Source: an optimization exercise on an open RTL-to-GDS flow (aim: small area, a short achievable clock period and few clock cycles). Production flows keep margins and buffers that such runs may drop.
Only simulation tests tie the RTL to the original design; equivalence was not proved.
No activity file was given, so power comes from the tool's default toggle rates.

==> flow/design.v, too long to show whole: its modules and the start of the top module <==
// module vs_layout: 1762 lines
module vs_layout (
    input  wire        clk,
    input  wire        rst,
    input  wire        start,
    input  wire [4:0]  fmt,
    input  wire [14:0] w,
    input  wire [14:0] h,
    output reg         done,
    output wire [3:0]  errcode,    
    output wire [1:0]  nplanes,
    output wire [31:0] total,
    output wire [14:0] p0_w, p1_w, p2_w,
    output wire [14:0] p0_h, p1_h, p2_h,
    output wire [16:0] p0_stride, p1_stride, p2_stride,
    output wire [31:0] p0_offset, p1_offset, p2_offset,
    output wire [31:0] p0_size, p1_size, p2_size,
    output wire [1:0]  p0_role, p1_role, p2_role
);
  // ...
==> flow/flow/run.sh <==
#!/bin/bash
# The standard layout, with the port buffers made of the plain buffer
# sky130_fd_sc_hd__buf_1 instead of ORFS's default choice (a delay cell).
set -euo pipefail
cd "$(dirname "$0")/.."
export BUFFER_PORTS_ARGS="-buffer_cell sky130_fd_sc_hd__buf_1"
bash standard.sh > standard_flow.log 2>&1
==> flow/standard.sh <==
#!/bin/bash
# synth_recipe.tcl (not shown) runs the flow's synth.tcl, then flattens the netlist and writes it again
# the make line also repeats each setting of config.mk as NAME=value (left out here)
make -C /OpenROAD-flow-scripts/flow DESIGN_CONFIG=/design/flow/config.mk WORK_HOME=/design/flow/orfs CLKGATE_MAP_FILE= SYNTH_SCRIPT=/design/flow/synth_recipe.tcl "${@:-finish}"
==> flow/config.mk <==
export PLATFORM = sky130hd
export DESIGN_NAME = vs_layout
export DESIGN_NICKNAME = vs_layout
export VERILOG_FILES = /design/flow/design.v
export SDC_FILE = /design/flow/constraint.sdc
export NUM_CORES = 4
export LEC_CHECK = 0
export CAP_MARGIN = 20
export CORE_MARGIN = 2
export CORE_UTILIZATION = 60
export SETUP_SLACK_MARGIN = 3
export SLEW_MARGIN = 20
==> flow/constraint.sdc <==
create_clock -name core_clock -period 14.0 [get_ports {clk}]
set_input_delay 2.8000 -clock core_clock [delete_from_list [all_inputs] [get_ports {clk}]]
set_output_delay 2.8000 -clock core_clock [all_outputs]
set_load 0.01 [all_outputs]
==> qor.txt, run 1 <==
========================================================================
Hold Startpoint                                                      rst
Clock buf count                                                       18
Count of distinct cell types in the synthesized netlist               89
Avg WL per Cell                                                  18.1 um
Gates resized, CTS repair                                              0
Slew at the pin closest to its max-slew limit                    1.17 ns
Critical Path Slowest Stage Cell                            sky130_fd_sc_hd__o21ai_0
Most frequent cells in the layout                           sky130_fd_sc_hd__buf_1 (355), sky130_fd_sc_hd__inv_1 (257), sky130_fd_sc_hd__fa_1 (211), sky130_fd_sc_hd__nand2_1 (193), sky130_fd_sc_hd__ha_1 (172)
Vias in the first global route                                     16000
Asr flop ratio synth                                                   0
Die Wd                                                            186 um
Path length in cells of the critical path                             24
Element type at the critical path end                        output port
Ys flop type                                                sky130_fd_sc_hd__dfxtp_1
LEAKAGE                                                       0.00956 uW
Leading cell type by number of instances after synthesis    sky130_fd_sc_hd__inv_1
Post-layout nets                                                    2947
Signal buffers                                                       385
Leading cell category by total area                         multi-input gates
Vias                                                               16400
Post-layout utilization of the core                                0.641
Switching share of power                                           0.540
Vertical die dimension                                            186 um
Min setup slack post-route                                       4.79 ns
DRC errors left                                                        0
Relative area change from synthesis to final layout                5.47%
Power consumed by combinational cells                            3630 uW
Pre-CTS setup slack                                              5.08 ns
Wire length the detailed router placed on met1                   23.8 mm
Synth Area in Simple Gates                                         0.189
Final Cycle Share                                                  0.658
Number of DRC markers in iteration 0                                 900
Cells on Worst Hold Path                                               2
Part of the total power dissipated in combinational logic          0.775
Largest area contributor in the netlist                     sky130_fd_sc_hd__fa_1
FF+latch count                                                       128
Worst-path maximum fanout                                              5
Largest stage delay on the critical path                         0.64 ns
Registers with the most flip-flops                          qc (28), qs (28), tr (17)
Result of the run                               timing/DRC/antenna clean
========================================================================
Testbench counts, summed over its fixed seeds: cycles 3,200.
==> run 2: changes to the inputs <==
--- a/flow/config.mk
+++ b/flow/config.mk
@@ -5,8 +5,9 @@
 export SDC_FILE = /design/flow/constraint.sdc
 export NUM_CORES = 4
 export LEC_CHECK = 0
+export ABC_AREA = 1
 export CAP_MARGIN = 20
 export CORE_MARGIN = 2
 export CORE_UTILIZATION = 60
-export SETUP_SLACK_MARGIN = 3
+export SETUP_SLACK_MARGIN = 5
 export SLEW_MARGIN = 20
==> qor.txt, run 2 <==
=====================================================================================
CTS Buffer Depth                                                                    2   unchanged
Clock Sinks                                                                       128   unchanged
Detailed Routing Iterations Pass 1                                                  7   unchanged
Number of hold violations in the final report                                       0   unchanged
Most frequent cells in the layout                                        sky130_fd_sc_hd__nand2_1 (653), sky130_fd_sc_hd__inv_1 (499), sky130_fd_sc_hd__buf_1 (355), sky130_fd_sc_hd__nor2_1 (305), sky130_fd_sc_hd__fa_1 (211)   was sky130_fd_sc_hd__buf_1 (355), sky130_fd_sc_hd__inv_1 (257), sky130_fd_sc_hd__fa_1 (211), sky130_fd_sc_hd__nand2_1 (193), sky130_fd_sc_hd__ha_1 (172)
Worst-path maximum fanout                                                          13   was 5
Fraction of final layout cells sized beyond drive strength 1                   0.0375   was 0.0425
Number of synthesized flops with an enable pin                                      0   unchanged
Routed Antenna Nets                                                                 0   unchanged
Post-synth top area share                                                       0.203   was 0.214
Number of cells produced by synthesis                                            3014   was 2353
Ys flop type                                                             sky130_fd_sc_hd__dfxtp_1   unchanged
Most frequent standard cell in the layout excluding fill and tap cells   sky130_fd_sc_hd__nand2_1   was sky130_fd_sc_hd__buf_1
Relative slew margins                                                           0.468   was 0.217
Via density per instance                                                         5.37   was 5.51
Synth top area cells                                                     sky130_fd_sc_hd__fa_1 (20%), sky130_fd_sc_hd__dfxtp_1 (12%), sky130_fd_sc_hd__nand2_1 (12%), sky130_fd_sc_hd__ha_1 (10%), sky130_fd_sc_hd__inv_1 (9.0%)   was sky130_fd_sc_hd__fa_1 (21%), sky130_fd_sc_hd__dfxtp_1 (13%), sky130_fd_sc_hd__ha_1 (11%), sky130_fd_sc_hd__buf_4 (7.7%), sky130_fd_sc_hd__and2_1 (5.0%)
Global-route wire length before repair                                        96.2 mm   was 84.8 mm
Min setup slack post-route                                                    5.52 ns   was 4.79 ns
Number of cell rows                                                                68   was 66
Class of the most critical setup path                                         reg2out   unchanged
Sequential-to-total area share from yosys stat                                  0.123   was 0.130
Number of maximum-capacitance constraint violations                                 0   unchanged
Total detailed-routing wirelength                                             60.4 mm   was 54.1 mm
Number of DRC markers in iteration 0                                             1280   was 900
Critical Path Slowest Stage Cell                                         sky130_fd_sc_hd__fa_1   was sky130_fd_sc_hd__o21ai_0
Registers with the most flip-flops                                       qc (28), qs (28), tr (17)   unchanged
Asr flop ratio synth                                                                0   unchanged
Total number of yosys warnings                                                      1   unchanged
Post-synthesis instance area                                               0.0209 mm2   was 0.0198 mm2
Slew at the pin closest to its max-slew limit                                0.795 ns   was 1.17 ns
Top Ports                                                                         416   unchanged
CP most frequent cell                                                    sky130_fd_sc_hd__nand2_1
Endpoint required time on the critical path                                  11.20 ns   about the same
Routability Congestion                                                          0.942   was 0.928
#FFs+latches synth                                                                128   unchanged
Post-synth top cells                                                     sky130_fd_sc_hd__nand2_1 (653), sky130_fd_sc_hd__inv_1 (500), sky130_fd_sc_hd__nor2_1 (305)   was sky130_fd_sc_hd__inv_1 (257), sky130_fd_sc_hd__fa_1 (211), sky130_fd_sc_hd__buf_4 (202)
Multi-input logic area                                                     0.0148 mm2   was 0.0146 mm2
Leading cell type by number of instances after synthesis                 sky130_fd_sc_hd__nand2_1   was sky130_fd_sc_hd__inv_1
Post-layout nets                                                                 3607   was 2947
Fill cell count                                                                  3233   was 2979
Largest area contributor in the netlist                                  sky130_fd_sc_hd__fa_1   unchanged
Vertical die dimension                                                         190 um   was 186 um
Final worst path period need                                                  8.48 ns   was 9.21 ns
Total GRT Usage                                                                 0.334   was 0.316
Vias                                                                            19600   was 16400
Core area                                                                  0.0344 mm2   was 0.0325 mm2
Final Cycle Share                                                               0.606   was 0.658
Sequential Area                                                           0.00256 mm2   about the same
LEAKAGE                                                                     0.0115 uW   was 0.00956 uW
Element type at the critical path end                                     output port   unchanged
Number of post-CTS setup repair buffers                                             0   unchanged
Detailed placer's ending HPWL                                                 49.2 mm   was 42.4 mm
Count of distinct cell types in the synthesized netlist                            56   was 89
Vias in the first global route                                                  18500   was 16000
Avg WL per Cell                                                               16.5 um   was 18.1 um
Clock-pin slew on the worst setup and hold paths                              0.06 ns   about the same
Num CTS Buffers                                                                    17   unchanged
Effective utilization at floorplan                                              0.607   was 0.608
CP cell instances                                                        fa_1 -> ha_1 -> nand3_1 -> nand3_1 -> nand2_1 -> nand2_1 -> nand2_1 -> nand2_1 -> fa_1 -> xor2_1 -> a22oi_1 -> o21ai_2 -> ha_1 -> nand2_1 -> nor4_1 -> nand2_1 -> nand2_1 -> nand2_1 -> nand3_1 -> nand2_1 -> nand2_1 -> nand2_1 -> nor2_1 -> buf_1   was fa_1 -> ha_1 -> a2111o_1 -> a21oi_2 -> o31ai_2 -> a21boi_2 -> o21bai_1 -> a21o_1 -> a31oi_1 -> xnor2_1 -> a22oi_1 -> o21ai_0 -> ha_1 -> and3_1 -> a221o_1 -> a21oi_1 -> o21ai_0 -> a41oi_2 -> o21ai_1 -> nand3_1 -> a22oi_1 -> xnor2_1 -> a21boi_1 -> buf_1
Power density over the cells                                               220 mW/mm2   was 225 mW/mm2
DRC errors left                                                                     0   unchanged
Largest net degree at the start of global routing                                  52   was 103
Number of antenna violations at the first check in global routing                   0   unchanged
Full die area                                                              0.0363 mm2   was 0.0344 mm2
Critical path arrival                                                         5.68 ns   was 6.41 ns
Maximum level of the CTS H-tree                                                     4   unchanged
Setup repair after global routing missed its margin                                no   unchanged
Pre-CTS setup slack                                                           5.57 ns   was 5.08 ns
Worst Setup Start Kind                                                       register   unchanged
Result of the run                                            timing/DRC/antenna clean   unchanged
Largest stage delay on the critical path                                      0.55 ns   was 0.64 ns
Maximum clock frequency                                                     0.118 GHz   was 0.109 GHz
Path class of the lowest-slack min-delay path                                  in2reg   unchanged
Avg Cell Area, Syn                                                           6.92 um2   was 8.40 um2
Root buf cell                                                            sky130_fd_sc_hd__clkbuf_16   unchanged
Final count of negative-setup-slack endpoints                                       0   unchanged
Max-slew violation count                                                            0   unchanged
Clock tree from TritonCTS                                                         yes   unchanged
Peak ir drop on the vdd network                                              0.252 mV   was 0.294 mV
Setup TNS after final layout                                                     0 ns   unchanged
Relative area change from synthesis to final layout                             4.73%   was 5.47%
Number of diodes added for antenna fixing                                           0   unchanged
Sum of overflow across all layers after global routing                              0   unchanged
Die Wd                                                                         190 um   was 186 um
Number of port buffers                                                            355   unchanged
=====================================================================================
[run 2: cell types whose count changed in the layout (fill, tap and decap cells not counted), moves of 95 or more]
cell / previous run / this run
sky130_fd_sc_hd__and2_1: 159 / 15
sky130_fd_sc_hd__inv_1: 257 / 499
sky130_fd_sc_hd__nand2_1: 193 / 653
sky130_fd_sc_hd__nand3_1: 43 / 204
sky130_fd_sc_hd__nor2_1: 106 / 305
sky130_fd_sc_hd__nor2b_1: 95 / 0
[run 2: stage by stage]
step / power [uW] / instances / cell area [um2] / util / hold slack, ns
final: 4810 / 3654 / 21800 / 0.635 / 2.50
after CTS: 4770 / 3654 / 21800 / 0.635 / 2.49
after floorplan: 3660 / 3073 / 21100 / - / 2.83
after detailed placement: 4310 / 3622 / 21200 / 0.618 / 2.96
after global placement: 4190 / 3622 / 21200 / 0.618 / 2.96
after global routing: 5350 / 3654 / 21800 / 0.635 / 2.51
[run 2: worst max-delay path: cells and delay by family, from the launching register on]
family | cells | cell delay [ns]
AND/OR/NAND/NOR | 16 | 2.26
flip-flops | 1 | 0.37
buffers and inverters | 1 | 0.16
adder cells (fa/ha/maj) | 4 | 1.82
AO/OA/AOI/OAI | 2 | 0.43
XOR/XNOR | 1 | 0.17
[run 2: power by group]
part	switching [uW]	internal [uW]
Sequential	96.4	467
Combinational	2500	1300
Clock	195	254
Total	2790	2020
[run 2: kinds of logic after synthesis]
logic type	Yosys count	share of synthesized area
compound gates	345	0.0958
xor+xnor	70	0.0294
fa+ha+maj	383	0.306
buf+inv	791	0.180
flops	128	0.123
other cells	2	0.000360
simple gates	1295	0.265
[run 2: path summary, 6_finish.rpt]
path / startpoint / to / slack, ns / cells past startpoint
min: rst / done / 2.50 / 2
max: qs[2] / p2_offset[29] / 5.52 / 24
[run 2: repair_timing]
item	in CTS	in global routing
hold buffers	0	0
setup endpoints to repair	0	20
gates resized for setup	0	3
[run 2: area by class of cell]
type                    instances  share of cell area
well taps                     455              0.0261
repair buffers                364              0.0641
clock buffers                  18              0.0201
flip-flops and latches        128               0.117
clock inverters                14             0.00647
inverters                     521              0.0895
multi-input cells            2154               0.676
[run 2: routing by layer]
metal | share of wire | track usage | vias up
li1 | - | - | 9490
met1 | 0.44 | 0.459 | 9153
met2 | 0.45 | 0.539 | 852
met3 | 0.072 | 0.0421 | 121
met4 | 0.033 | 0.122 | 0
met5 | 0 | 0 | -
==> run 3: changes to the inputs <==
--- a/flow/config.mk
+++ b/flow/config.mk
@@ -5,9 +5,8 @@
 export SDC_FILE = /design/flow/constraint.sdc
 export NUM_CORES = 4
 export LEC_CHECK = 0
-export ABC_AREA = 1
 export CAP_MARGIN = 20
 export CORE_MARGIN = 2
-export CORE_UTILIZATION = 60
+export CORE_UTILIZATION = 68
 export SETUP_SLACK_MARGIN = 5
 export SLEW_MARGIN = 20
==> qor.txt, run 3 <==
=====================================================================================
Full die area                                                              0.0305 mm2   was 0.0363 mm2
Endpoint required time on the critical path                                  11.20 ns   about the same
CP cell instances                                                        fa_1 -> ha_1 -> a2111o_1 -> a21oi_4 -> o31ai_4 -> a21boi_2 -> o21bai_1 -> fa_1 -> xor2_1 -> a22oi_1 -> o21ai_2 -> buf_4 -> ha_1 -> and4_1 -> nand2_1 -> a211oi_1 -> nor2_1 -> o211ai_1 -> o31a_1 -> a21oi_2 -> o21ai_1 -> xor2_1 -> buf_1   was fa_1 -> ha_1 -> nand3_1 -> nand3_1 -> nand2_1 -> nand2_1 -> nand2_1 -> nand2_1 -> fa_1 -> xor2_1 -> a22oi_1 -> o21ai_2 -> ha_1 -> nand2_1 -> nor4_1 -> nand2_1 -> nand2_1 -> nand2_1 -> nand3_1 -> nand2_1 -> nand2_1 -> nand2_1 -> nor2_1 -> buf_1
Avg WL per Cell                                                               18.4 um   was 16.5 um
Critical Path Slowest Stage Cell                                         sky130_fd_sc_hd__fa_1   unchanged
Origin of the worst setup path                                                  qs[5]   was qs[2]
LEAKAGE                                                                    0.00957 uW   was 0.0115 uW
Clock tree from TritonCTS                                                         yes   unchanged
Asr flop ratio synth                                                                0   unchanged
Post-layout nets                                                                 2949   was 3607
Peak ir drop on the vdd network                                              0.178 mV   was 0.252 mV
Clock-pin slew on the worst setup and hold paths                              0.06 ns   about the same
Root buf cell                                                            sky130_fd_sc_hd__clkbuf_16   unchanged
Number of cell rows                                                                62   was 68
Routability Congestion                                                          0.936   was 0.942
Maximum clock frequency                                                     0.114 GHz   was 0.118 GHz
Detailed placer's ending HPWL                                                 41.7 mm   was 49.2 mm
Core area                                                                  0.0287 mm2   was 0.0344 mm2
Global-route wire length before repair                                        85.3 mm   was 96.2 mm
Class of the most critical setup path                                         reg2out   unchanged
Post-synthesis instance area                                               0.0198 mm2   was 0.0209 mm2
Worst Setup Start Kind                                                       register   unchanged
Total number of yosys warnings                                                      1   unchanged
Vias in the first global route                                                  16000   was 18500
Num CTS Buffers                                                                    17   unchanged
Largest stage delay on the critical path                                      0.47 ns   was 0.55 ns
Effective utilization at floorplan                                              0.689   was 0.607
Total GRT Usage                                                                 0.353   was 0.334
Number of diodes added for antenna fixing                                           0   unchanged
Number of synthesized flops with an enable pin                                      0   unchanged
Element type at the critical path end                                     output port   unchanged
Registers with the most flip-flops                                       qc (28), qs (28), tr (17)   unchanged
Sum of overflow across all layers after global routing                              0   unchanged
Routed Antenna Nets                                                                 0   unchanged
Final worst path period need                                                  8.74 ns   was 8.48 ns
Detailed Routing Iterations Pass 1                                                  7   unchanged
Critical path arrival                                                         5.94 ns   was 5.68 ns
Die Wd                                                                         175 um   was 190 um
Result of the run                                            timing/DRC/antenna clean   unchanged
Fraction of final layout cells sized beyond drive strength 1                   0.0468   was 0.0375
Number of buffers and inverters on the critical path                                2   was 1
CTS Buffer Depth                                                                    2   unchanged
Number of antenna violations at the first check in global routing                   0   unchanged
Synthesized-area fraction occupied by xor and xnor cells                       0.0636   was 0.0294
Clock Sinks                                                                       128   unchanged
Setup TNS after final layout                                                     0 ns   unchanged
Mux share of post-synthesis cell area                                         0.00785   was 0
Synthesized-area fraction occupied by adder cells                               0.322   was 0.306
Compound-cell area share of the yosys netlist                                   0.142   was 0.0958
Relative area change from synthesis to final layout                             5.24%   was 4.73%
Number of cells produced by synthesis                                            2353   was 3014
Path class of the lowest-slack min-delay path                                  in2reg   unchanged
Post-synth top cells                                                     sky130_fd_sc_hd__inv_1 (257), sky130_fd_sc_hd__fa_1 (211), sky130_fd_sc_hd__buf_4 (202)   was sky130_fd_sc_hd__nand2_1 (653), sky130_fd_sc_hd__inv_1 (500), sky130_fd_sc_hd__nor2_1 (305)
Count of distinct cell types in the synthesized netlist                            89   was 56
Synth Area in Simple Gates                                                      0.189   was 0.265
#FFs+latches synth                                                                128   unchanged
Number of DRC markers in iteration 0                                             1382   was 1280
Final count of negative-setup-slack endpoints                                       0   unchanged
Number of port buffers                                                            355   unchanged
Via density per instance                                                         5.73   was 5.37
Maximum level of the CTS H-tree                                                     4   unchanged
Combinational family with the most area after synthesis                   adder cells   unchanged
Most frequent cells in the layout                                        sky130_fd_sc_hd__buf_1 (355), sky130_fd_sc_hd__inv_1 (257), sky130_fd_sc_hd__fa_1 (211), sky130_fd_sc_hd__nand2_1 (193), sky130_fd_sc_hd__ha_1 (171)   was sky130_fd_sc_hd__nand2_1 (653), sky130_fd_sc_hd__inv_1 (499), sky130_fd_sc_hd__buf_1 (355), sky130_fd_sc_hd__nor2_1 (305), sky130_fd_sc_hd__fa_1 (211)
Worst Setup EP                                                              total[30]   was p2_offset[29]
Largest net degree at the start of global routing                                 104   was 52
Final Cycle Share                                                               0.625   was 0.606
Worst-path maximum fanout                                                           5   was 13
Sequential-to-total area share from yosys stat                                  0.130   was 0.123
Largest area contributor in the netlist                                  sky130_fd_sc_hd__fa_1   unchanged
Number of hold violations in the final report                                       0   unchanged
Synth top area cells                                                     sky130_fd_sc_hd__fa_1 (21%), sky130_fd_sc_hd__dfxtp_1 (13%), sky130_fd_sc_hd__ha_1 (11%), sky130_fd_sc_hd__buf_4 (7.7%), sky130_fd_sc_hd__and2_1 (5.0%)   was sky130_fd_sc_hd__fa_1 (20%), sky130_fd_sc_hd__dfxtp_1 (12%), sky130_fd_sc_hd__nand2_1 (12%), sky130_fd_sc_hd__ha_1 (10%), sky130_fd_sc_hd__inv_1 (9.0%)
DRC errors left                                                                     0   unchanged
Vertical die dimension                                                         175 um   was 190 um
Non-Filler Instances                                                             2925   was 3654
Total power draw                                                              4730 uW   was 4810 uW
Vias                                                                            16800   was 19600
Hold Startpoint                                                                   rst   unchanged
Number of maximum-capacitance constraint violations                                 0   unchanged
Kind of cell with the highest combined delay on the critical path        compound AO/OA/AOI/OAI gates   was simple AND/OR/NAND/NOR gates
Most frequent standard cell in the layout excluding fill and tap cells   sky130_fd_sc_hd__buf_1   was sky130_fd_sc_hd__nand2_1
Leading cell type by number of instances after synthesis                 sky130_fd_sc_hd__inv_1   was sky130_fd_sc_hd__nand2_1
Total detailed-routing wirelength                                             53.9 mm   was 60.4 mm
Hold-fix buffers at CTS                                                             0   unchanged
Path length in cells of the critical path                                          23   was 24
Relative slew margins                                                           0.207   was 0.468
Setup repair after global routing missed its margin                               yes   was no
Post-synth top area share                                                       0.214   was 0.203
Fill cell count                                                                  2352   was 3233
Power density over the cells                                               227 mW/mm2   was 220 mW/mm2
Max-slew violation count                                                            0   unchanged
Top Ports                                                                         416   unchanged
Avg Cell Area, Syn                                                           8.40 um2   was 6.92 um2
Ys flop type                                                             sky130_fd_sc_hd__dfxtp_1   unchanged
Cell count after placement                                                       2884   was 3622
Slew at the pin closest to its max-slew limit                                 1.19 ns   was 0.795 ns
=====================================================================================
-- run 3: cell types whose count changed in the layout (fill, tap and decap cells not counted), moves of 64 or more --
cell / change
sky130_fd_sc_hd__a21oi_1: -64
sky130_fd_sc_hd__and2_1: +144
sky130_fd_sc_hd__inv_1: -242
sky130_fd_sc_hd__nand2_1: -460
sky130_fd_sc_hd__nand3_1: -161
sky130_fd_sc_hd__nor2_1: -200
sky130_fd_sc_hd__nor2b_1: +95
sky130_fd_sc_hd__xnor2_1: +64
-- run 3: logic make-up after synthesis --
group                      count (synthesis)
other                                      2
adders and majority gates                383
and+or+nand+nor                          725
xor gates and xnor gates                 141
AOI/OAI and AO/OA                        413
DFF                                      128
muxes                                     14
buffers and inverters                    547
-- run 3: cell type report --
class                      instances  area [um2]  area share
multi-input combinational       1737       14600       0.704
tap                              384         480      0.0231
clock buffer                      18         429      0.0206
sequential                       128        2560       0.123
clock inverter                    14         158     0.00758
timing repair buffer             387        1570      0.0756
inverter                         257         965      0.0464
-- run 3: worst min path at each step --
stage,to,cells past startpoint
after floorplan,hr[0],0
after global placement,done,2
after detailed placement,done,2
after CTS,done,2
after global routing,done,2
final,done,2
-- run 3: routing by layer --
layer  vias up  track usage  part of all wire
met4         0        0.123             0.034
met5         -            0                 0
li1       7819            -                 -
met1      8038        0.479              0.42
met2       773        0.572              0.47
met3       121       0.0604             0.081
-- run 3: power breakdown --
part | internal (uW) | switching, uW | leakage (uW)
clock | 265 | 178 | 0.000284
sequential | 464 | 106 | 0.00107
combinational | 1430 | 2290 | 0.00822
-- run 3: timing repair --
| action | 4_1_cts | 5_1_grt |
|---|---|---|
| pin swaps | 0 | 3 |
| cloned | 0 | 0 |
| buffers inserted | 0 | 9 |
| gates resized for setup | 2 | 20 |
| setup endpoints to repair | 4 | 18 |
-- run 3: metrics by stage --
step | worst slack [ns] | hold slack, ns | utilization | instance area, um2
floorplan | 5.74 | 2.83 | - | 20000
global placement | 5.28 | 2.95 | 0.700 | 20100
detailed placement | 5.17 | 2.96 | 0.700 | 20100
CTS | 4.99 | 2.51 | 0.721 | 20700
global route | 4.90 | 2.51 | 0.725 | 20800
finish | 5.26 | 2.52 | 0.725 | 20800
==> run 4: changes to the inputs <==
--- a/flow/config.mk
+++ b/flow/config.mk
@@ -7,6 +7,6 @@
 export LEC_CHECK = 0
 export CAP_MARGIN = 20
 export CORE_MARGIN = 2
-export CORE_UTILIZATION = 68
+export CORE_UTILIZATION = 60
 export SETUP_SLACK_MARGIN = 5
 export SLEW_MARGIN = 20
==> qor.txt, run 4 <==
=====================================================================================
Maximum level of the CTS H-tree                                                     4   unchanged
Vias in the first global route                                                  16000   about the same
Relative area change from synthesis to final layout                             6.18%   was 5.24%
Endpoint required time on the critical path                                  11.20 ns   about the same
Final count of negative-setup-slack endpoints                                       0   unchanged
Path class of the lowest-slack min-delay path                                  in2reg   unchanged
Min setup slack post-route                                                    5.21 ns   was 5.26 ns
Cells on Worst Hold Path                                                            2   unchanged
Clock tree from TritonCTS                                                         yes   unchanged
Sequential-to-total area share from yosys stat                                  0.130   unchanged
Total detailed-routing wirelength                                             54.3 mm   was 53.9 mm
Largest area contributor in the netlist                                  sky130_fd_sc_hd__fa_1   unchanged
Root buf cell                                                            sky130_fd_sc_hd__clkbuf_16   unchanged
Most frequent cells in the layout                                        sky130_fd_sc_hd__buf_1 (354), sky130_fd_sc_hd__inv_1 (257), sky130_fd_sc_hd__fa_1 (211), sky130_fd_sc_hd__nand2_1 (193), sky130_fd_sc_hd__ha_1 (170)   was sky130_fd_sc_hd__buf_1 (355), sky130_fd_sc_hd__inv_1 (257), sky130_fd_sc_hd__fa_1 (211), sky130_fd_sc_hd__nand2_1 (193), sky130_fd_sc_hd__ha_1 (171)
Relative slew margins                                                           0.212   was 0.207
Vias                                                                            16600   was 16800
Class of the most critical setup path                                         reg2out   unchanged
Critical Path Slowest Stage Cell                                         sky130_fd_sc_hd__fa_1   unchanged
LEAKAGE                                                                    0.00963 uW   was 0.00957 uW
Ys flop type                                                             sky130_fd_sc_hd__dfxtp_1   unchanged
Number of diodes added for antenna fixing                                           0   unchanged
Setup repair after global routing missed its margin                                no   was yes
Clock Sinks                                                                       128   unchanged
Count of distinct cell types in the synthesized netlist                            89   unchanged
Number of cell rows                                                                66   was 62
Vertical die dimension                                                         186 um   was 175 um
Most used routing layer                                                          met2   unchanged
Hold Startpoint                                                                   rst   unchanged
Via density per instance                                                         5.54   was 5.73
Pre-CTS setup slack                                                           5.08 ns   was 5.17 ns
Number of hold violations in the final report                                       0   unchanged
Final Cycle Share                                                               0.628   was 0.625
Num CTS Buffers                                                                    17   unchanged
Element type at the critical path end                                     output port   unchanged
Max-slew violation count                                                            0   unchanged
Routability Congestion                                                          0.928   was 0.936
Final worst path period need                                                  8.79 ns   was 8.74 ns
Post-synth top cells                                                     sky130_fd_sc_hd__inv_1 (257), sky130_fd_sc_hd__fa_1 (211), sky130_fd_sc_hd__buf_4 (202)   unchanged
Worst Setup Start Kind                                                       register   unchanged
Number of buffers and inverters on the critical path                                3   was 2
Largest net degree at the start of global routing                                 103   was 104
DRC errors left                                                                     0   unchanged
Core area                                                                  0.0325 mm2   was 0.0287 mm2
Detailed Routing Iterations Pass 1                                                  7   unchanged
Worst-path maximum fanout                                                           5   unchanged
Peak ir drop on the vdd network                                              0.294 mV   was 0.178 mV
Number of maximum-capacitance constraint violations                                 0   unchanged
Total number of yosys warnings                                                      1   unchanged
Fill cell count                                                                  2975   was 2352
Global-route wire length before repair                                        84.8 mm   was 85.3 mm
Fraction of final layout cells sized beyond drive strength 1                   0.0499   was 0.0468
Detailed placer's ending HPWL                                                 42.4 mm   was 41.7 mm
Global routing met1 resource utilization                                        0.429   was 0.479
Most frequent standard cell in the layout excluding fill and tap cells   sky130_fd_sc_hd__buf_1   unchanged
Global Route met2 Usage                                                         0.503   was 0.572
Largest stage delay on the critical path                                      0.54 ns   was 0.47 ns
#FFs+latches synth                                                                128   unchanged
Post-synthesis instance area                                               0.0198 mm2   unchanged
Top Ports                                                                         416   unchanged
Post-synth top area share                                                       0.214   unchanged
Effective utilization at floorplan                                              0.608   was 0.689
Number of cells produced by synthesis                                            2353   unchanged
Number of synthesized flops with an enable pin                                      0   unchanged
Total GRT Usage                                                                 0.316   was 0.353
Avg WL per Cell                                                               18.2 um   was 18.4 um
Avg Cell Area, Syn                                                           8.40 um2   unchanged
Full die area                                                              0.0344 mm2   was 0.0305 mm2
Number of DRC markers in iteration 0                                              971   was 1382
Die Wd                                                                         186 um   was 175 um
Post-layout utilization of the core                                             0.645   was 0.725
Asr flop ratio synth                                                                0   unchanged
CP cell instances                                                        fa_1 -> ha_1 -> a211o_1 -> a21oi_4 -> o31ai_4 -> a21boi_2 -> o21bai_2 -> a21o_1 -> a31oi_1 -> xnor2_1 -> a221oi_2 -> nor2_2 -> ha_1 -> and3_1 -> a221o_1 -> a21oi_1 -> o21ai_0 -> a41oi_2 -> buf_4 -> buf_4 -> nor2b_1 -> o21ai_0 -> a2111oi_0 -> buf_1   was fa_1 -> ha_1 -> a2111o_1 -> a21oi_4 -> o31ai_4 -> a21boi_2 -> o21bai_1 -> fa_1 -> xor2_1 -> a22oi_1 -> o21ai_2 -> buf_4 -> ha_1 -> and4_1 -> nand2_1 -> a211oi_1 -> nor2_1 -> o211ai_1 -> o31a_1 -> a21oi_2 -> o21ai_1 -> xor2_1 -> buf_1
Post-layout nets                                                                 2955   was 2949
Hold Worst Slack                                                              2.52 ns   about the same
Synth top area cells                                                     sky130_fd_sc_hd__fa_1 (21%), sky130_fd_sc_hd__dfxtp_1 (13%), sky130_fd_sc_hd__ha_1 (11%), sky130_fd_sc_hd__buf_4 (7.7%), sky130_fd_sc_hd__and2_1 (5.0%)   unchanged
Met3 global-route usage                                                        0.0614   was 0.0604
Hold-fix buffers at CTS                                                             0   unchanged
Routed Antenna Nets                                                                 0   unchanged
Sum of overflow across all layers after global routing                              0   unchanged
Result of the run                                            timing/DRC/antenna clean   unchanged
Capture endpoint of the worst hold path                                          done   unchanged
Slew at the pin closest to its max-slew limit                                 1.18 ns   was 1.19 ns
Critical path arrival                                                         5.99 ns   was 5.94 ns
Kind of cell with the highest combined delay on the critical path        compound AO/OA/AOI/OAI gates   unchanged
CTS Buffer Depth                                                                    2   unchanged
Number of port buffers                                                            355   unchanged
Registers with the most flip-flops                                       qc (28), qs (28), tr (17)   unchanged
Setup TNS after final layout                                                     0 ns   unchanged
Maximum clock frequency                                                     0.114 GHz   about the same
Clock-pin slew on the worst setup and hold paths                              0.06 ns   about the same
Leading cell type by number of instances after synthesis                 sky130_fd_sc_hd__inv_1   unchanged
Number of antenna violations at the first check in global routing                   0   unchanged
Power density over the cells                                               226 mW/mm2   was 227 mW/mm2
=====================================================================================
run 4: cell counts after synthesis:
No cell type changed its count.
run 4: how the worst max path moves through the flow:
| stage | from | endpoint | slack (ns) | depth (start not counted) |
|---|---|---|---|---|
| after floorplan | qs[5] | p2_offset[27] | 5.74 | 19 |
| after global placement | fmt[1] | qc[16] | 5.19 | 18 |
| after detailed placement | w[3] | qc[15] | 5.08 | 22 |
| after CTS | qs[5] | p2_offset[31] | 5.02 | 24 |
| after global routing | qs[2] | p2_offset[27] | 4.82 | 24 |
| final | qs[2] | p2_offset[27] | 5.21 | 24 |
run 4: report_power, final:
group / switching, uW / internal [uW] / leakage, uW
clock network: 179 / 301 / 0.000306
logic: 2270 / 1430 / 0.00825
registers: 113 / 464 / 0.00107
run 4: layer usage:
metal	vias to the layer above	part of all wire
met1	8017	0.44
met4	0	0.032
li1	7817	-
met5	-	0
met3	103	0.074
met2	626	0.45
run 4: kinds of logic (layout without fill, tap and decap cells):
family	count (synthesis)	count (layout)	synth area share
other cells	2	61	0.000380
compound gates	413	413	0.142
simple gates	725	725	0.189
fa+ha+maj	383	383	0.322
buf+inv	547	682	0.145
xor+xnor	141	141	0.0636
mux	14	14	0.00785
flops	128	128	0.130
run 4: repair_timing:
| item | in CTS | in global routing |
|---|---|---|
| setup buffers | 0 | 8 |
| cloned | 0 | 0 |
| pin swaps | 0 | 4 |
| resized for setup | 3 | 22 |
| setup endpoints to repair | 5 | 16 |
run 4: stage by stage:
stage	cell area [um2]	instances	power [uW]
2_1_floorplan	20000	2412	3550
3_3_place_gp	20200	2949	4090
3_5_place_dp	20200	2949	4180
4_1_cts	20900	2981	4680
5_1_grt	21000	2989	5250
6_report	21000	2989	4750
run 4: layout make-up:
type / instances / area, um2 / area share
clock buffers: 18 / 429 / 0.0204
clock inverters: 14 / 203 / 0.00965
inverters: 257 / 965 / 0.0459
multi-input cells: 1737 / 14700 / 0.698
flip-flops and latches: 128 / 2560 / 0.122
well taps: 442 / 553 / 0.0263
repair buffers: 393 / 1620 / 0.0771
==> run 5: changes to the inputs <==
--- a/flow/flow/run.sh
+++ b/flow/flow/run.sh
@@ -4,4 +4,4 @@
 set -euo pipefail
 cd "$(dirname "$0")/.."
 export BUFFER_PORTS_ARGS="-buffer_cell sky130_fd_sc_hd__buf_1"
-bash standard.sh > standard_flow.log 2>&1
+bash standard.sh SETUP_SLACK_MARGIN=7 finish > standard_flow.log 2>&1
--- a/flow/config.mk
+++ b/flow/config.mk
@@ -5,6 +5,7 @@
 export SDC_FILE = /design/flow/constraint.sdc
 export NUM_CORES = 4
 export LEC_CHECK = 0
+export ABC_AREA = 1
 export CAP_MARGIN = 20
 export CORE_MARGIN = 2
 export CORE_UTILIZATION = 60
==> qor.txt, run 5 <==
=====================================================================================
Result of the run                                            timing/DRC/antenna clean   unchanged
Part of the total power dissipated in combinational logic                       0.833   was 0.777
Number of cell rows                                                                68   was 66
Endpoint required time on the critical path                                  11.20 ns   about the same
Full die area                                                              0.0363 mm2   was 0.0344 mm2
Num CTS Buffers                                                                    17   unchanged
Slew at the pin closest to its max-slew limit                                 1.00 ns   was 1.18 ns
Path class of the lowest-slack min-delay path                                  in2reg   unchanged
Detailed placer's ending HPWL                                                 49.6 mm   was 42.4 mm
Peak ir drop on the vdd network                                              0.390 mV   was 0.294 mV
Post-synth top cells                                                     sky130_fd_sc_hd__nand2_1 (653), sky130_fd_sc_hd__inv_1 (500), sky130_fd_sc_hd__nor2_1 (305)   was sky130_fd_sc_hd__inv_1 (257), sky130_fd_sc_hd__fa_1 (211), sky130_fd_sc_hd__buf_4 (202)
Largest net degree at the start of global routing                                  59   was 103
Switching share of power                                                        0.550   was 0.539
Critical Path Slowest Stage Cell                                         sky130_fd_sc_hd__fa_2   was sky130_fd_sc_hd__fa_1
Relative slew margins                                                           0.329   was 0.212
Final count of negative-setup-slack endpoints                                       0   unchanged
Pre-CTS setup slack                                                           5.94 ns   was 5.08 ns
Power density over the cells                                               241 mW/mm2   was 226 mW/mm2
Clock tree from TritonCTS                                                         yes   unchanged
Switching Power                                                               3430 uW   was 2560 uW
Total detailed-routing wirelength                                             69.1 mm   was 54.3 mm
Clock-pin slew on the worst setup and hold paths                              0.06 ns   about the same
Number of antenna violations at the first check in global routing                   1   was 0
Routability Congestion                                                          0.926   was 0.928
Most frequent standard cell in the layout excluding fill and tap cells   sky130_fd_sc_hd__nand2_1   was sky130_fd_sc_hd__buf_1
Effective utilization at floorplan                                              0.607   was 0.608
Maximum clock frequency                                                     0.133 GHz   was 0.114 GHz
CP cell instances                                                        fa_2 -> ha_4 -> nand2_2 -> inv_2 -> a21oi_4 -> nand2_4 -> fa_2 -> xor2_2 -> nand2_1 -> o21ai_2 -> nand2_1 -> o21ai_4 -> ha_4 -> a21oi_1 -> a21boi_2 -> nand2_2 -> nand2_2 -> nand2_4 -> fa_2 -> nand2_2 -> inv_2 -> buf_6   was fa_1 -> ha_1 -> a211o_1 -> a21oi_4 -> o31ai_4 -> a21boi_2 -> o21bai_2 -> a21o_1 -> a31oi_1 -> xnor2_1 -> a221oi_2 -> nor2_2 -> ha_1 -> and3_1 -> a221o_1 -> a21oi_1 -> o21ai_0 -> a41oi_2 -> buf_4 -> buf_4 -> nor2b_1 -> o21ai_0 -> a2111oi_0 -> buf_1
Avg Cell Area, Syn                                                           6.92 um2   was 8.40 um2
#FFs+latches synth                                                                128   unchanged
Maximum level of the CTS H-tree                                                     4   unchanged
Final worst path period need                                                  7.50 ns   was 8.79 ns
Fraction of final layout cells sized beyond drive strength 1                    0.241   was 0.0499
Capture endpoint of the worst hold path                                          done   unchanged
Total number of yosys warnings                                                      1   unchanged
Largest area contributor in the netlist                                  sky130_fd_sc_hd__fa_1   unchanged
Most frequent cells in the layout                                        sky130_fd_sc_hd__nand2_1 (555), sky130_fd_sc_hd__inv_1 (431), sky130_fd_sc_hd__buf_1 (291), sky130_fd_sc_hd__nor2_1 (271), sky130_fd_sc_hd__nand3_1 (171)   was sky130_fd_sc_hd__buf_1 (354), sky130_fd_sc_hd__inv_1 (257), sky130_fd_sc_hd__fa_1 (211), sky130_fd_sc_hd__nand2_1 (193), sky130_fd_sc_hd__ha_1 (170)
Number of DRC markers in iteration 0                                             1820   was 971
Max-slew violation count                                                            0   unchanged
Path length in cells of the critical path                                          22   was 24
Min setup slack post-route                                                    6.50 ns   was 5.21 ns
Internal power consumption                                                    2810 uW   was 2190 uW
Sequential Area                                                           0.00259 mm2   was 0.00256 mm2
Number of buffers and inverters on the critical path                                3   unchanged
Top Ports                                                                         416   unchanged
Routed Antenna Nets                                                                 0   unchanged
Relative area change from synthesis to final layout                             24.2%   was 6.18%
Asr flop ratio synth                                                                0   unchanged
Core area                                                                  0.0344 mm2   was 0.0325 mm2
Number of cells produced by synthesis                                            3014   was 2353
Root buf cell                                                            sky130_fd_sc_hd__clkbuf_16   unchanged
Post-layout nets                                                                 3777   was 2955
Final Cycle Share                                                               0.535   was 0.628
Number of synthesized flops with an enable pin                                      0   unchanged
Global-route wire length before repair                                         103 mm   was 84.8 mm
LEAKAGE                                                                     0.0129 uW   was 0.00963 uW
Clock Sinks                                                                       128   unchanged
Via density per instance                                                         5.55   was 5.54
Vertical die dimension                                                         190 um   was 186 um
Post-synth top area share                                                       0.203   was 0.214
Critical path arrival                                                         4.70 ns   was 5.99 ns
Vias in the first global route                                                  19700   was 16000
Number of port buffers                                                            355   unchanged
Synth top area cells                                                     sky130_fd_sc_hd__fa_1 (20%), sky130_fd_sc_hd__dfxtp_1 (12%), sky130_fd_sc_hd__nand2_1 (12%), sky130_fd_sc_hd__ha_1 (10%), sky130_fd_sc_hd__inv_1 (9.0%)   was sky130_fd_sc_hd__fa_1 (21%), sky130_fd_sc_hd__dfxtp_1 (13%), sky130_fd_sc_hd__ha_1 (11%), sky130_fd_sc_hd__buf_4 (7.7%), sky130_fd_sc_hd__and2_1 (5.0%)
Die Wd                                                                         190 um   was 186 um
Total GRT Usage                                                                 0.358   was 0.316
DRC errors left                                                                     0   unchanged
Kind of cell with the highest combined delay on the critical path         adder cells   was compound AO/OA/AOI/OAI gates
Setup repair after global routing missed its margin                               yes   was no
Clk network pwr share                                                           0.076   was 0.101
Vias                                                                            21200   was 16600
Avg WL per Cell                                                               18.1 um   was 18.2 um
Multi-input logic area                                                     0.0169 mm2   was 0.0147 mm2
Hold Startpoint                                                                   rst   unchanged
Largest stage delay on the critical path                                      0.61 ns   was 0.54 ns
Sum of overflow across all layers after global routing                              0   unchanged
Ys flop type                                                             sky130_fd_sc_hd__dfxtp_1   unchanged
Number of maximum-capacitance constraint violations                                 0   unchanged
Leading cell type by number of instances after synthesis                 sky130_fd_sc_hd__nand2_1   was sky130_fd_sc_hd__inv_1
Registers with the most flip-flops                                       qc (28), qs (28), tr (17)   unchanged
Detailed Routing Iterations Pass 1                                                  5   was 7
CTS Buffer Depth                                                                    2   unchanged
Number of hold violations in the final report                                       0   unchanged
Worst Setup Start Kind                                                       register   unchanged
CP most frequent cell                                                    sky130_fd_sc_hd__nand2_2
Sequential-to-total area share from yosys stat                                  0.123   was 0.130
Count of distinct cell types in the synthesized netlist                            56   was 89
Element type at the critical path end                                     output port   unchanged
Class of the most critical setup path                                         reg2out   unchanged
Setup TNS after final layout                                                     0 ns   unchanged
Worst-path maximum fanout                                                           7   was 5
Post-synthesis instance area                                               0.0209 mm2   was 0.0198 mm2
Fill cell count                                                                  2621   was 2975
Cells on Worst Hold Path                                                            2   unchanged
Fraction of power consumed by sequential logic                                  0.091   was 0.122
=====================================================================================
run 5: changes by cell type in the layout (fill, tap and decap cells not counted), moves of 89 or more:
| cell | before | now |
|---|---|---|
| sky130_fd_sc_hd__and2_1 | 159 | 11 |
| sky130_fd_sc_hd__buf_4 | 38 | 127 |
| sky130_fd_sc_hd__inv_1 | 257 | 431 |
| sky130_fd_sc_hd__nand2_1 | 193 | 555 |
| sky130_fd_sc_hd__nand3_1 | 43 | 171 |
| sky130_fd_sc_hd__nor2_1 | 105 | 271 |
| sky130_fd_sc_hd__nor2b_1 | 95 | 0 |
run 5: layer usage:
| layer | global-route usage | vias to the layer above | share of wire |
|---|---|---|---|
| met1 | 0.475 | 9977 | 0.40 |
| li1 | - | 9838 | - |
| met5 | 0 | - | 0 |
| met4 | 0.148 | 0 | 0.048 |
| met2 | 0.586 | 1150 | 0.47 |
| met3 | 0.0530 | 256 | 0.081 |
run 5: timing repair:
item | in CTS | in global routing
buffers inserted | 99 | 70
pin swaps | 121 | 162
gates cloned | 1 | 1
hold buffers | 0 | 0
setup endpoints to repair | 85 | 86
resized for setup | 327 | 375
run 5: layout make-up:
class | count | area share
repair buffers | 533 | 0.122
multi-input cells | 2155 | 0.652
diodes | 2 | 0.000193
clock buffers | 17 | 0.0164
flip-flops and latches | 128 | 0.100
inverters | 521 | 0.0800
clock inverters | 14 | 0.00700
well taps | 455 | 0.0220
run 5: per-stage QoR:
step	power [uW]	utilization	hold slack [ns]	instances	instance area (um2)
floorplan	3700	-	2.83	3073	21400
global placement	4250	0.627	2.96	3621	21500
detailed placement	4380	0.627	2.95	3621	21500
CTS	5490	0.701	2.49	3752	24100
global route	6770	0.753	2.51	3823	25900
finish	6240	0.754	2.50	3825	25900
run 5: worst max path at each step:
stage / from / slack [ns] / end
5_1_grt: tr[7] / 6.34 / p2_offset[18]
4_1_cts: tr[5] / 6.67 / p2_offset[18]
3_5_place_dp: w[3] / 5.94 / qc[17]
3_3_place_gp: w[3] / 6.02 / qc[17]
2_1_floorplan: w[1] / 6.82 / qc[15]
6_report: tr[7] / 6.50 / p2_offset[18]
run 5: kinds of logic (layout without fill, tap and decap cells):
group | Yosys count | count (layout) | synth area share
simple gates | 1295 | 1296 | 0.265
flops | 128 | 128 | 0.123
fa+ha+maj | 383 | 383 | 0.306
other cells | 2 | 63 | 0.000360
buf+inv | 791 | 1085 | 0.180
compound gates | 345 | 345 | 0.0958
xor+xnor | 70 | 70 | 0.0294
run 5: power groups by stage:
stage	combinational (uW)	clock, uW	sequential (uW)
detailed placement	3810	0	568
global placement	3680	0	567
CTS	4450	475	561
finish	5200	472	567
floorplan	3160	0	535
global route	5700	488	576
==> run 6: changes to the inputs <==
--- a/flow/flow/run.sh
+++ b/flow/flow/run.sh
@@ -4,4 +4,4 @@
 set -euo pipefail
 cd "$(dirname "$0")/.."
 export BUFFER_PORTS_ARGS="-buffer_cell sky130_fd_sc_hd__buf_1"
-bash standard.sh SETUP_SLACK_MARGIN=7 finish > standard_flow.log 2>&1
+bash standard.sh SETUP_SLACK_MARGIN=6.4 finish > standard_flow.log 2>&1
==> qor.txt, run 6 <==
=====================================================================================
Part of the total power dissipated in combinational logic                       0.809   was 0.833
Num CTS Buffers                                                                    17   unchanged
Cell area after placement                                                  0.0212 mm2   was 0.0215 mm2
Relative area change from synthesis to final layout                             10.1%   was 24.2%
Sequential-to-total area share from yosys stat                                  0.123   unchanged
Final count of negative-setup-slack endpoints                                       0   unchanged
Maximum clock frequency                                                     0.134 GHz   was 0.133 GHz
Total GRT Usage                                                                 0.338   was 0.358
Die Wd                                                                         190 um   unchanged
Leading cell type by number of instances after synthesis                 sky130_fd_sc_hd__nand2_1   unchanged
Post-layout utilization of the core                                             0.668   was 0.754
Avg Cell Area, Syn                                                           6.92 um2   unchanged
LEAKAGE                                                                     0.0118 uW   was 0.0129 uW
Critical path arrival                                                         4.67 ns   was 4.70 ns
Number of maximum-capacitance constraint violations                                 0   unchanged
Root buf cell                                                            sky130_fd_sc_hd__clkbuf_16   unchanged
Origin of the worst setup path                                                 qc[13]   was tr[7]
Final worst path period need                                                  7.47 ns   was 7.50 ns
Post-layout nets                                                                 3641   was 3777
Hold Startpoint                                                                   rst   unchanged
Effective utilization at floorplan                                              0.607   unchanged
Worst-path maximum fanout                                                           6   was 7
Met3 routed wirelength                                                        4.02 mm   was 5.62 mm
Full die area                                                              0.0363 mm2   unchanged
Clk network pwr share                                                           0.084   was 0.076
Post-layout instance area                                                  0.0230 mm2   was 0.0259 mm2
Power density over the cells                                               232 mW/mm2   was 241 mW/mm2
Setup repair after global routing missed its margin                               yes   unchanged
Number of hold violations in the final report                                       0   unchanged
Via density per instance                                                         5.40   was 5.55
Met2 layer wire length in the routed design                                   28.8 mm   was 32.2 mm
Core area                                                                  0.0344 mm2   unchanged
Fraction of power consumed by sequential logic                                  0.106   was 0.091
Number of cell rows                                                                68   unchanged
Cell count after placement                                                       3622   was 3621
Asr flop ratio synth                                                                0   unchanged
Fraction of final layout cells sized beyond drive strength 1                   0.0974   was 0.241
Switching Power                                                               3040 uW   was 3430 uW
Internal power consumption                                                    2280 uW   was 2810 uW
Detailed placer's ending HPWL                                                 49.2 mm   was 49.6 mm
Number of antenna violations at the first check in global routing                   0   was 1
Total number of yosys warnings                                                      1   unchanged
Max-slew violation count                                                            0   unchanged
CTS Buffer Depth                                                                    2   unchanged
Relative slew margins                                                           0.478   was 0.329
Vertical die dimension                                                         190 um   unchanged
Number of port buffers                                                            355   unchanged
Class of the most critical setup path                                         reg2out   unchanged
Endpoint required time on the critical path                                  11.20 ns   about the same
Largest area contributor in the netlist                                  sky130_fd_sc_hd__fa_1   unchanged
Registers with the most flip-flops                                       qc (28), qs (28), tr (17)   unchanged
Most frequent standard cell in the layout excluding fill and tap cells   sky130_fd_sc_hd__nand2_1   unchanged
Top Ports                                                                         416   unchanged
Final Cycle Share                                                               0.533   was 0.535
DRC errors left                                                                     0   unchanged
Synth top area cells                                                     sky130_fd_sc_hd__fa_1 (20%), sky130_fd_sc_hd__dfxtp_1 (12%), sky130_fd_sc_hd__nand2_1 (12%), sky130_fd_sc_hd__ha_1 (10%), sky130_fd_sc_hd__inv_1 (9.0%)   unchanged
Switching share of power                                                        0.571   was 0.550
Peak ir drop on the vdd network                                              0.273 mV   was 0.390 mV
Detailed Routing Iterations Pass 1                                                  5   unchanged
Total detailed-routing wirelength                                             62.3 mm   was 69.1 mm
Number of cells produced by synthesis                                            3014   unchanged
Worst Setup Start Kind                                                       register   unchanged
Post-synth top cells                                                     sky130_fd_sc_hd__nand2_1 (653), sky130_fd_sc_hd__inv_1 (500), sky130_fd_sc_hd__nor2_1 (305)   unchanged
Sum of overflow across all layers after global routing                              0   unchanged
Maximum level of the CTS H-tree                                                     4   unchanged
Top Layer Used                                                                   met4   unchanged
Count of distinct cell types in the synthesized netlist                            56   unchanged
Largest net degree at the start of global routing                                  52   was 59
Result of the run                                            timing/DRC/antenna clean   unchanged
Setup TNS after final layout                                                     0 ns   unchanged
Hold Worst Slack                                                              2.51 ns   was 2.50 ns
Clock Sinks                                                                       128   unchanged
Number of synthesized flops with an enable pin                                      0   unchanged
Hold-fix buffers at CTS                                                             0   unchanged
Routed Antenna Nets                                                                 0   unchanged
Vias in the first global route                                                  18800   was 19700
Post-synthesis instance area                                               0.0209 mm2   unchanged
Clock tree from TritonCTS                                                         yes   unchanged
Number of DRC markers in iteration 0                                             1311   was 1820
Clock-pin slew on the worst setup and hold paths                              0.07 ns   was 0.06 ns
Routability Congestion                                                          0.942   was 0.926
Avg WL per Cell                                                               16.9 um   was 18.1 um
Wire length the detailed router placed on met1                                27.3 mm   was 28.0 mm
Number of diodes added for antenna fixing                                           0   was 2
Non-Filler Instances                                                             3688   was 3825
Ys flop type                                                             sky130_fd_sc_hd__dfxtp_1   unchanged
Vias                                                                            19900   was 21200
Most frequent cells in the layout                                        sky130_fd_sc_hd__nand2_1 (621), sky130_fd_sc_hd__inv_1 (493), sky130_fd_sc_hd__buf_1 (332), sky130_fd_sc_hd__nor2_1 (299), sky130_fd_sc_hd__fa_1 (205)   was sky130_fd_sc_hd__nand2_1 (555), sky130_fd_sc_hd__inv_1 (431), sky130_fd_sc_hd__buf_1 (291), sky130_fd_sc_hd__nor2_1 (271), sky130_fd_sc_hd__nand3_1 (171)
Post-synth top area share                                                       0.203   unchanged
Path class of the lowest-slack min-delay path                                  in2reg   unchanged
Slew at the pin closest to its max-slew limit                                0.780 ns   was 1.00 ns
Element type at the critical path end                                     output port   unchanged
Global-route wire length before repair                                        97.5 mm   was 103 mm
#FFs+latches synth                                                                128   unchanged
=====================================================================================
run 6: cell counts after synthesis:
No cell type changed its count.
run 6: cell type report:
| cell class | count | area (um2) |
|---|---|---|
| clock buffers | 18 | 439 |
| clock inverters | 14 | 141 |
| fillers | 3093 | 11400 |
| inverters | 521 | 1970 |
| multi-input cells | 2154 | 15600 |
| flip-flops and latches | 128 | 2580 |
| well taps | 455 | 569 |
| repair buffers | 398 | 1690 |
run 6: power groups by stage:
stage                     combinational, uW  clock, uW  sequential (uW)
after floorplan                        3120          0              535
after global placement                 3620          0              569
after detailed placement               3740          0              571
after CTS                              3890        452              563
after global routing                   4810        467              576
final                                  4310        449              566
run 6: layer usage:
layer	track usage	vias up
met5	0	-
li1	-	9562
met4	0.126	0
met2	0.550	822
met3	0.0418	126
met1	0.462	9416
run 6: path summary, 6_finish.rpt:
check | endpoint | cells after the start
max | total[28] | 23
min | done | 2
run 6: stage by stage:
| step | setup slack (ns) | total power [uW] |
|---|---|---|
| 6_report | 6.53 | 5320 |
| 5_1_grt | 6.28 | 5860 |
| 4_1_cts | 6.40 | 4910 |
| 3_5_place_dp | 5.57 | 4310 |
| 3_3_place_gp | 5.66 | 4190 |
| 2_1_floorplan | 6.49 | 3660 |
run 6: kinds of logic after synthesis:
logic type                 Yosys count  synth area share
xor gates and xnor gates            70            0.0294
other                                2          0.000360
AOI/OAI and AO/OA                  345            0.0958
and+or+nand+nor                   1295             0.265
buffers and inverters              791             0.180
adders and majority gates          383             0.306
DFF                                128             0.123
run 6: timing repair:
item                                    in CTS  in global routing
endpoints found under the setup margin      66                 67
setup buffers                               15                 19
resized for setup                           69                143
pin swaps                                   18                 55
run 6: worst max-delay path: stages, from the launching register on:
cell,delay (ns)
sky130_fd_sc_hd__dfxtp_2,0.34
sky130_fd_sc_hd__fa_1,0.50
sky130_fd_sc_hd__ha_4,0.30
sky130_fd_sc_hd__nand2_1,0.09
sky130_fd_sc_hd__nor3_4,0.25
sky130_fd_sc_hd__and2_4,0.18
sky130_fd_sc_hd__nand2_2,0.06
sky130_fd_sc_hd__nand2_4,0.08
sky130_fd_sc_hd__fa_2,0.46
sky130_fd_sc_hd__a22oi_2,0.24
sky130_fd_sc_hd__o21ai_2,0.11
sky130_fd_sc_hd__buf_4,0.19
sky130_fd_sc_hd__ha_1,0.23
sky130_fd_sc_hd__a21oi_4,0.14
sky130_fd_sc_hd__o21bai_1,0.11
sky130_fd_sc_hd__nand2_1,0.10
sky130_fd_sc_hd__nand2_2,0.09
sky130_fd_sc_hd__nand2_2,0.09
sky130_fd_sc_hd__nand3_4,0.12
sky130_fd_sc_hd__a21oi_1,0.20
sky130_fd_sc_hd__nand2_1,0.08
sky130_fd_sc_hd__nand2_1,0.08
sky130_fd_sc_hd__nand2_1,0.05
sky130_fd_sc_hd__buf_1,0.12
==> run 7: changes to the inputs <==
--- a/flow/flow/run.sh
+++ b/flow/flow/run.sh
@@ -4,4 +4,4 @@
 set -euo pipefail
 cd "$(dirname "$0")/.."
 export BUFFER_PORTS_ARGS="-buffer_cell sky130_fd_sc_hd__buf_1"
-bash standard.sh SETUP_SLACK_MARGIN=6.4 finish > standard_flow.log 2>&1
+bash standard.sh SETUP_SLACK_MARGIN=6 finish > standard_flow.log 2>&1
==> qor.txt, run 7 <==
=====================================================================================
Routed Antenna Nets                                                                 0   unchanged
Peak ir drop on the vdd network                                              0.253 mV   was 0.273 mV
Number of antenna violations at the first check in global routing                   0   unchanged
Total detailed-routing wirelength                                             60.7 mm   was 62.3 mm
Path class of the lowest-slack min-delay path                                  in2reg   unchanged
CP cell instances                                                        fa_1 -> ha_1 -> nand2_1 -> nand2_1 -> a21oi_1 -> nand2_2 -> buf_4 -> nand2_1 -> nand2_4 -> fa_2 -> xor2_2 -> a22oi_2 -> o21ai_2 -> ha_1 -> a21oi_1 -> o21ai_0 -> a21oi_2 -> nand2_2 -> fa_1 -> nand2_1 -> inv_1 -> buf_1   was fa_1 -> ha_4 -> nand2_1 -> nor3_4 -> and2_4 -> nand2_2 -> nand2_4 -> fa_2 -> a22oi_2 -> o21ai_2 -> buf_4 -> ha_1 -> a21oi_4 -> o21bai_1 -> nand2_1 -> nand2_2 -> nand2_2 -> nand3_4 -> a21oi_1 -> nand2_1 -> nand2_1 -> nand2_1 -> buf_1
Max-slew violation count                                                            0   unchanged
Number of DRC markers in iteration 0                                             1318   was 1311
Largest stage delay on the critical path                                      0.55 ns   was 0.50 ns
Worst-path maximum fanout                                                           7   was 6
Detailed placer's ending HPWL                                                 49.2 mm   unchanged
Full die area                                                              0.0363 mm2   unchanged
Clock Sinks                                                                       128   unchanged
Routability Congestion                                                          0.942   unchanged
Number of maximum-capacitance constraint violations                                 0   unchanged
Hold Worst Slack                                                              2.51 ns   about the same
Effective utilization at floorplan                                              0.607   unchanged
Leading cell type by number of instances after synthesis                 sky130_fd_sc_hd__nand2_1   unchanged
Number of port buffers                                                            355   unchanged
Element type at the critical path end                                     output port   unchanged
#FFs+latches synth                                                                128   unchanged
Power density over the cells                                               222 mW/mm2   was 232 mW/mm2
Number of cell rows                                                                68   unchanged
Largest net degree at the start of global routing                                  52   unchanged
Clock tree from TritonCTS                                                         yes   unchanged
Number of hold violations in the final report                                       0   unchanged
Registers with the most flip-flops                                       qc (28), qs (28), tr (17)   unchanged
CP most frequent cell                                                    sky130_fd_sc_hd__nand2_1   unchanged
Fraction of final layout cells sized beyond drive strength 1                   0.0558   was 0.0974
Maximum clock frequency                                                     0.127 GHz   was 0.134 GHz
Final count of negative-setup-slack endpoints                                       0   unchanged
Min setup slack post-route                                                    6.15 ns   was 6.53 ns
Die Wd                                                                         190 um   unchanged
Global-route wire length before repair                                        96.3 mm   was 97.5 mm
Most frequent cells in the layout                                        sky130_fd_sc_hd__nand2_1 (645), sky130_fd_sc_hd__inv_1 (498), sky130_fd_sc_hd__buf_1 (347), sky130_fd_sc_hd__nor2_1 (303), sky130_fd_sc_hd__fa_1 (210)   was sky130_fd_sc_hd__nand2_1 (621), sky130_fd_sc_hd__inv_1 (493), sky130_fd_sc_hd__buf_1 (332), sky130_fd_sc_hd__nor2_1 (299), sky130_fd_sc_hd__fa_1 (205)
Setup repair after global routing missed its margin                                no   was yes
Vias                                                                            19700   was 19900
Post-layout nets                                                                 3617   was 3641
Post-layout utilization of the core                                             0.644   was 0.668
Vias in the first global route                                                  18500   was 18800
Root buf cell                                                            sky130_fd_sc_hd__clkbuf_16   unchanged
Final Cycle Share                                                               0.561   was 0.533
DRC errors left                                                                     0   unchanged
LEAKAGE                                                                     0.0116 uW   was 0.0118 uW
Core area                                                                  0.0344 mm2   unchanged
Detailed Routing Iterations Pass 1                                                  5   unchanged
Clock-pin slew on the worst setup and hold paths                              0.06 ns   was 0.07 ns
Number of cells produced by synthesis                                            3014   unchanged
Final worst path period need                                                  7.85 ns   was 7.47 ns
CTS Buffer Depth                                                                    2   unchanged
Critical path arrival                                                         5.05 ns   was 4.67 ns
Count of distinct cell types in the synthesized netlist                            56   unchanged
Cell area after placement                                                  0.0212 mm2   unchanged
Result of the run                                            timing/DRC/antenna clean   unchanged
Relative slew margins                                                           0.470   was 0.478
Slew at the pin closest to its max-slew limit                                0.793 ns   was 0.780 ns
Post-layout instance area                                                  0.0221 mm2   was 0.0230 mm2
Num CTS Buffers                                                                    17   unchanged
Post-synthesis instance area                                               0.0209 mm2   unchanged
Total number of yosys warnings                                                      1   unchanged
Sum of overflow across all layers after global routing                              0   unchanged
Top Ports                                                                         416   unchanged
Class of the most critical setup path                                         reg2out   unchanged
Pre-CTS setup slack                                                           5.57 ns   unchanged
Via density per instance                                                         5.38   was 5.40
Largest area contributor in the netlist                                  sky130_fd_sc_hd__fa_1   unchanged
Critical Path Slowest Stage Cell                                         sky130_fd_sc_hd__fa_1   unchanged
Synth top area cells                                                     sky130_fd_sc_hd__fa_1 (20%), sky130_fd_sc_hd__dfxtp_1 (12%), sky130_fd_sc_hd__nand2_1 (12%), sky130_fd_sc_hd__ha_1 (10%), sky130_fd_sc_hd__inv_1 (9.0%)   unchanged
Vertical die dimension                                                         190 um   unchanged
Avg Cell Area, Syn                                                           6.92 um2   unchanged
Ys flop type                                                             sky130_fd_sc_hd__dfxtp_1   unchanged
Setup TNS after final layout                                                     0 ns   unchanged
Post-synth top area share                                                       0.203   unchanged
Avg WL per Cell                                                               16.6 um   was 16.9 um
Relative area change from synthesis to final layout                             6.08%   was 10.1%
Maximum level of the CTS H-tree                                                     4   unchanged
Post-synth top cells                                                     sky130_fd_sc_hd__nand2_1 (653), sky130_fd_sc_hd__inv_1 (500), sky130_fd_sc_hd__nor2_1 (305)   unchanged
Endpoint required time on the critical path                                  11.20 ns   about the same
Sequential-to-total area share from yosys stat                                  0.123   unchanged
Number of diodes added for antenna fixing                                           0   unchanged
Worst Setup Start Kind                                                       register   unchanged
Total GRT Usage                                                                 0.334   was 0.338
Most frequent standard cell in the layout excluding fill and tap cells   sky130_fd_sc_hd__nand2_1   unchanged
Number of synthesized flops with an enable pin                                      0   unchanged
Asr flop ratio synth                                                                0   unchanged
=====================================================================================
[run 7: cell counts after synthesis]
No cell type changed its count.
[run 7: kinds of logic after synthesis]
group           share of synthesized area
simple gates                        0.265
compound gates                     0.0958
fa+ha+maj                           0.306
other cells                      0.000360
flops                               0.123
xor+xnor                           0.0294
buf+inv                             0.180
[run 7: power breakdown]
group / switching, uW / internal (uW)
clock: 193 / 254
sequential: 96.1 / 468
combinational: 2560 / 1350
[run 7: final cells by class]
class / count / area, um2
multi-input combinational: 2154 / 15000
fill: 3200 / 12300
sequential: 128 / 2570
inverter: 521 / 1960
timing repair buffer: 374 / 1490
tap: 455 / 569
clock buffer: 18 / 439
clock inverter: 14 / 141
[run 7: worst paths after layout]
path                   from             to  slack (ns)  cells after the start
worst max-delay path  qs[5]  p2_offset[18]        6.15                     22
worst min-delay path    rst           done        2.51                      2
[run 7: repair_timing]
item / in CTS / in global routing
setup buffers: 1 / 9
hold buffers: 0 / 0
gates resized for setup: 12 / 49
pin swaps: 1 / 8
setup endpoints to repair: 28 / 58
[run 7: through the flow]
step,power [uW],cells
2_1_floorplan,3660,3073
3_3_place_gp,4190,3622
3_5_place_dp,4310,3622
4_1_cts,4790,3655
5_1_grt,5460,3664
6_report,4920,3664
[run 7: critical path, delay by kind of cell (launching register included)]
kind | cells | cell delay, ns
adder cells (fa/ha/maj) | 5 | 2.15
flip-flops | 1 | 0.34
buffers and inverters | 3 | 0.41
AO/OA/AOI/OAI | 6 | 0.94
AND/OR/NAND/NOR | 7 | 0.62
XOR/XNOR | 1 | 0.16
[run 7: layer usage]
layer | routed length, um | vias to the layer above | track usage
li1 | - | 9512 | -
met1 | 26900 | 9224 | 0.461
met2 | 27600 | 840 | 0.540
met3 | 4100 | 123 | 0.0409
met4 | 2000 | 0 | 0.123
met5 | 0 | - | 0

==> static timing again, ports no longer ideal <==
Ports are ideal in the flow. The routed layouts listed here were re-timed in OpenROAD.
Step 1 sets driving cells, clkbuf_16 on the clock port and buf_2 on the other inputs (assumed; they add their load-dependent delay and slew).
Step 2 also shifts input and output timing later by t, the mid clock arrival at the registers, as if the neighbouring blocks saw the same clock.
Three values: no drivers, after step 1, after step 2; two values: the first two.
| run | t (ns) | setup WS [ns] | worst setup path at the end | worst register clock-pin slew, ns |
|---|---|---|---|---|
| run 1 | 0.475 | 4.794 / 4.742 / 5.024 | input to register | 0.07 / 0.07 |
| run 2 | 0.494 | 5.520 / 5.469 / 5.564 | input to register | 0.08 / 0.08 |
| run 3 | 0.477 | 5.255 / 5.206 / 5.119 | input to register | 0.07 / 0.07 |
| run 4 | 0.476 | 5.206 / 5.153 / 5.010 | input to register | 0.07 / 0.07 |
| run 5 | 0.491 | 6.504 / 6.452 / 6.283 | input to register | 0.07 / 0.07 |
| run 6 | 0.490 | 6.532 / 6.481 / 6.119 | input to register | 0.08 / 0.08 |
| run 7 | 0.489 | 6.146 / 6.095 / 5.757 | input to register | 0.08 / 0.08 |
After both steps setup and hold are still met in every run listed. The setup slack of run 6, which loses most, moves by -0.051 ns with the drivers and by -0.413 ns with both steps.
